What follows belongs to an exercise in optimizing a design on an open flow for small area and a short achievable clock period; a production flow would make more cautious choices. The RTL was checked by simulation tests, not by an equivalence proof against the original design. Power is estimated from default activity; no workload was simulated.

==> 02-28 <==
## apc_quantizer
module apc_quantizer (
    input  wire        clk,
    input  wire        rst,
    input  wire        cfg_we,
    input  wire        cfg_sel,
    input  wire [31:0] cfg_data,
    output reg  [3:0]  root,
    output reg  [3:0]  scale,
    output wire [11:0] mask,
    output reg         err_val,
    input  wire        in_valid,
    input  wire [31:0] pitch,
    output reg         out_valid,
    output wire [3:0]  q,
    output wire [27:0] score
);
export LEC_CHECK = 0
export CAP_MARGIN = 20
export CORE_MARGIN = 2
export CORE_UTILIZATION = 45
export CTS_CLUSTER_DIAMETER = 60
export CTS_CLUSTER_SIZE = 10
export SLEW_MARGIN = 20
create_clock -name core_clock -period 45.0 [get_ports {clk}]
standard.sh (not shown) runs the stock make flow with config.mk's settings and CLKGATE_MAP_FILE= SYNTH_SCRIPT=/design/flow/synth_recipe.tcl, a recipe that flattens the netlist after the stock synthesis.
==> flow/flow/run.sh <==
#!/bin/bash
set -euo pipefail
WORK=$(pwd)
export BUFFER_PORTS_ARGS="-buffer_cell sky130_fd_sc_hd__buf_1"
RES="$WORK/orfs/results/$FLOW_PLATFORM/apc_quantizer/base"

# standard synthesis, for reference
bash standard.sh synth > "$WORK/log_1_synth_standard.txt" 2>&1
cp "$RES/1_2_yosys.v" "$WORK/netlist_standard.v"

# own synthesis, in its own ORFS work folder
sed -e "s|SYNTH_SCRIPT=[^ ]*|SYNTH_SCRIPT=$WORK/flow/my_synth.tcl ADDER_MAP_FILE=|" \
    -e "s|WORK_HOME=[^ ]*|WORK_HOME=$WORK/orfs_own|" standard.sh > "$WORK/own_synth.sh"
export MY_ABC_SCRIPT="$WORK/flow/abc.script"
if bash "$WORK/own_synth.sh" synth > "$WORK/log_2_synth_own.txt" 2>&1; then
  OWN="$WORK/orfs_own/results/$FLOW_PLATFORM/apc_quantizer/base/1_2_yosys.v"
  ffs() { grep -oE '^\s*sky130_fd_sc_hd__(df|dl|sdf|edf)[a-z0-9_]*\s+\S+' "$1" | sed -E 's/_[0-9]+\s+/ /' | awk '{print $1, $2}' | sort; }
  if cmp -s <(ffs "$WORK/netlist_standard.v") <(ffs "$OWN") && [ "$(ffs "$OWN" | wc -l)" -gt 0 ]; then
    echo "own synthesis: flip-flops match, using it" > "$WORK/log_2_choice.txt"
    cp "$OWN" "$RES/1_2_yosys.v"
    rm -f "$RES/1_synth.odb" "$RES/1_synth.sdc"
  else
    echo "own synthesis: flip-flops differ, using the standard netlist" > "$WORK/log_2_choice.txt"
  fi
else
  echo "own synthesis failed, using the standard netlist" > "$WORK/log_2_choice.txt"
fi

# layout
bash standard.sh finish > "$WORK/log_3_layout.txt" 2>&1
==> flow/flow/abc.script <==
strash
&get -n
&deepsyn -T 30
&put
dch
map -D 1200
topo
==> flow/flow/my_synth.tcl <==
proc synth {args} { yosys synth -nofsm -noshare {*}$args }
proc abc {args} {
  set i [lsearch -exact $args -script]
  if {$i >= 0} { set args [lreplace $args $i [expr {$i + 1}] -script $::env(MY_ABC_SCRIPT)] }
  set i [lsearch -exact $args -D]
  if {$i >= 0} { set args [lreplace $args $i [expr {$i + 1}]] }
  yosys abc {*}$args
}
source $::env(SCRIPTS_DIR)/synth.tcl
# left out here: clear keep_hierarchy, flatten, clean up, hide names made inside functions, write 1_2_yosys.v
==> 01-22: changes against 02-28 <==
--- a/flow/flow/run.sh
+++ b/flow/flow/run.sh
@@ -2,6 +2,7 @@
 set -euo pipefail
 WORK=$(pwd)
 export BUFFER_PORTS_ARGS="-buffer_cell sky130_fd_sc_hd__buf_1"
+export SETUP_SLACK_MARGIN=34.5
 RES="$WORK/orfs/results/$FLOW_PLATFORM/apc_quantizer/base"
 
 # standard synthesis, for reference
==> 10-03: changes against 02-28 <==
--- a/flow/flow/run.sh
+++ b/flow/flow/run.sh
@@ -2,6 +2,7 @@
 set -euo pipefail
 WORK=$(pwd)
 export BUFFER_PORTS_ARGS="-buffer_cell sky130_fd_sc_hd__buf_1"
+export SETUP_SLACK_MARGIN=34
 RES="$WORK/orfs/results/$FLOW_PLATFORM/apc_quantizer/base"
 
 # standard synthesis, for reference
==> impl_metrics.py <==
metrics = {
    "power_and_ir_drop": {
        "power_w": 0.0000888,
        "vdd_drop_max_v": 0.0000162,
        "power_density_mw_per_mm2": 25.7,
        "pg_comb_w": 0.0000261,
        "sequentialPowerShare_pct": 45.2,
        "power_top_consumer": "registers",
        "leakagePower_nw": 1.31,
        "power_switching_w": 0.0000296,
    },
    "status": {
        "outcome": "finished clean",
    },
    "final_layout": {
        "regArea_um2": 821,
        "syn2layout_area_growth_pct": 21.3,
        "final_nets": 615,
    },
    "place": {
        "placed_area_mm2": 0.00338,
        "hpwlAfterDp_um": 6380,
    },
    "timing": {
        "max-slew-margin-rel_pct": 36.1,
        "fin_skew_ns": 0.00726,
        "clock.fmax_mhz": 77.5,
    },
    "critical_path": {
        "cp_max_fo": 10,
    },
    "grt": {
        "grt_pass1_wl_um": 13100,
    },
}
That was 02-28.
==> impl_metrics.py <==
metrics = {
    "power_and_ir_drop": {
        "vdd_drop_max_v": 0.0000272,
        "leakagePower_nw": 1.93,
        "power_density_mw_per_mm2": 22.6,
        "power_w": 0.000110,
        "pg_comb_w": 0.0000414,
        "sequentialPowerShare_pct": 36.5,
        "power_top_consumer": "combinational cells",
    },
    "final_layout": {
        "syn2layout_area_growth_pct": 70.3,
        "final_nets": 681,
    },
    "place": {
        "placed_area_mm2": 0.00358,
        "hpwlAfterDp_um": 6200,
    },
    "status": {
        "outcome": "finished clean",
    },
}
That was 10-03.
==> impl_metrics.py <==
metrics = {
    "status": {
        "outcome": "finished clean",
    },
    "timing": {
        "fin_crit_ns": 11.98,
        "max-slew-margin-rel_pct": 54.2,
        "whs_ns": 0.475,
        "clock.fmax_mhz": 83.5,
    },
    "power_and_ir_drop": {
        "vdd_drop_max_v": 0.0000244,
        "power_switching_w": 0.0000386,
        "sequentialPowerShare_pct": 36.7,
        "pg_comb_w": 0.0000455,
        "power_density_mw_per_mm2": 21.8,
        "power_top_consumer": "combinational cells",
        "leakagePower_nw": 2.01,
        "pwr-share-clk_pct": 21.6,
    },
    "place": {
        "hpwlAfterDp_um": 6310,
        "placed_area_mm2": 0.00375,
    },
    "final_layout": {
        "regArea_um2": 842,
        "syn2layout_area_growth_pct": 75.2,
    },
    "critical_path": {
        "cp_max_fo": 3,
        "worstPathArrival_ns": 2.98,
    },
    "grt": {
        "grt_pass1_wl_um": 15600,
    },
}
That was 01-22.

static timing again, ports no longer ideal:
How much do the figures lean on ideal ports? The routed layouts below were timed once more, with nothing changed but the port constraints.
Step 1 assumes that a clkbuf_16 drives the clock port and a buf_2 every other input.
Step 2 adds t to the input delays and takes it off the output delays; t is the mean of the earliest and latest rising clock arrival at the registers after step 1. Input paths then give back, and output paths get back, about the clock's delay inside the block.
a / b / c = ideal ports / drivers / drivers and shift; a / b = the first two.
run | t (ns) | slack for setup (ns) | hold slack, ns | worst setup path after step 2
02-28 | 0.308 | 32.101 / 32.076 / 32.384 | 0.472 / 0.472 / 0.472 | register to output
01-22 | 0.311 | 33.022 / 32.998 / 33.309 | 0.475 / 0.475 / 0.475 | register to output
10-03 | 0.305 | 32.964 / 32.940 / 33.245 | 0.477 / 0.477 / 0.477 | register to output
After both steps setup and hold are still met in every run listed.
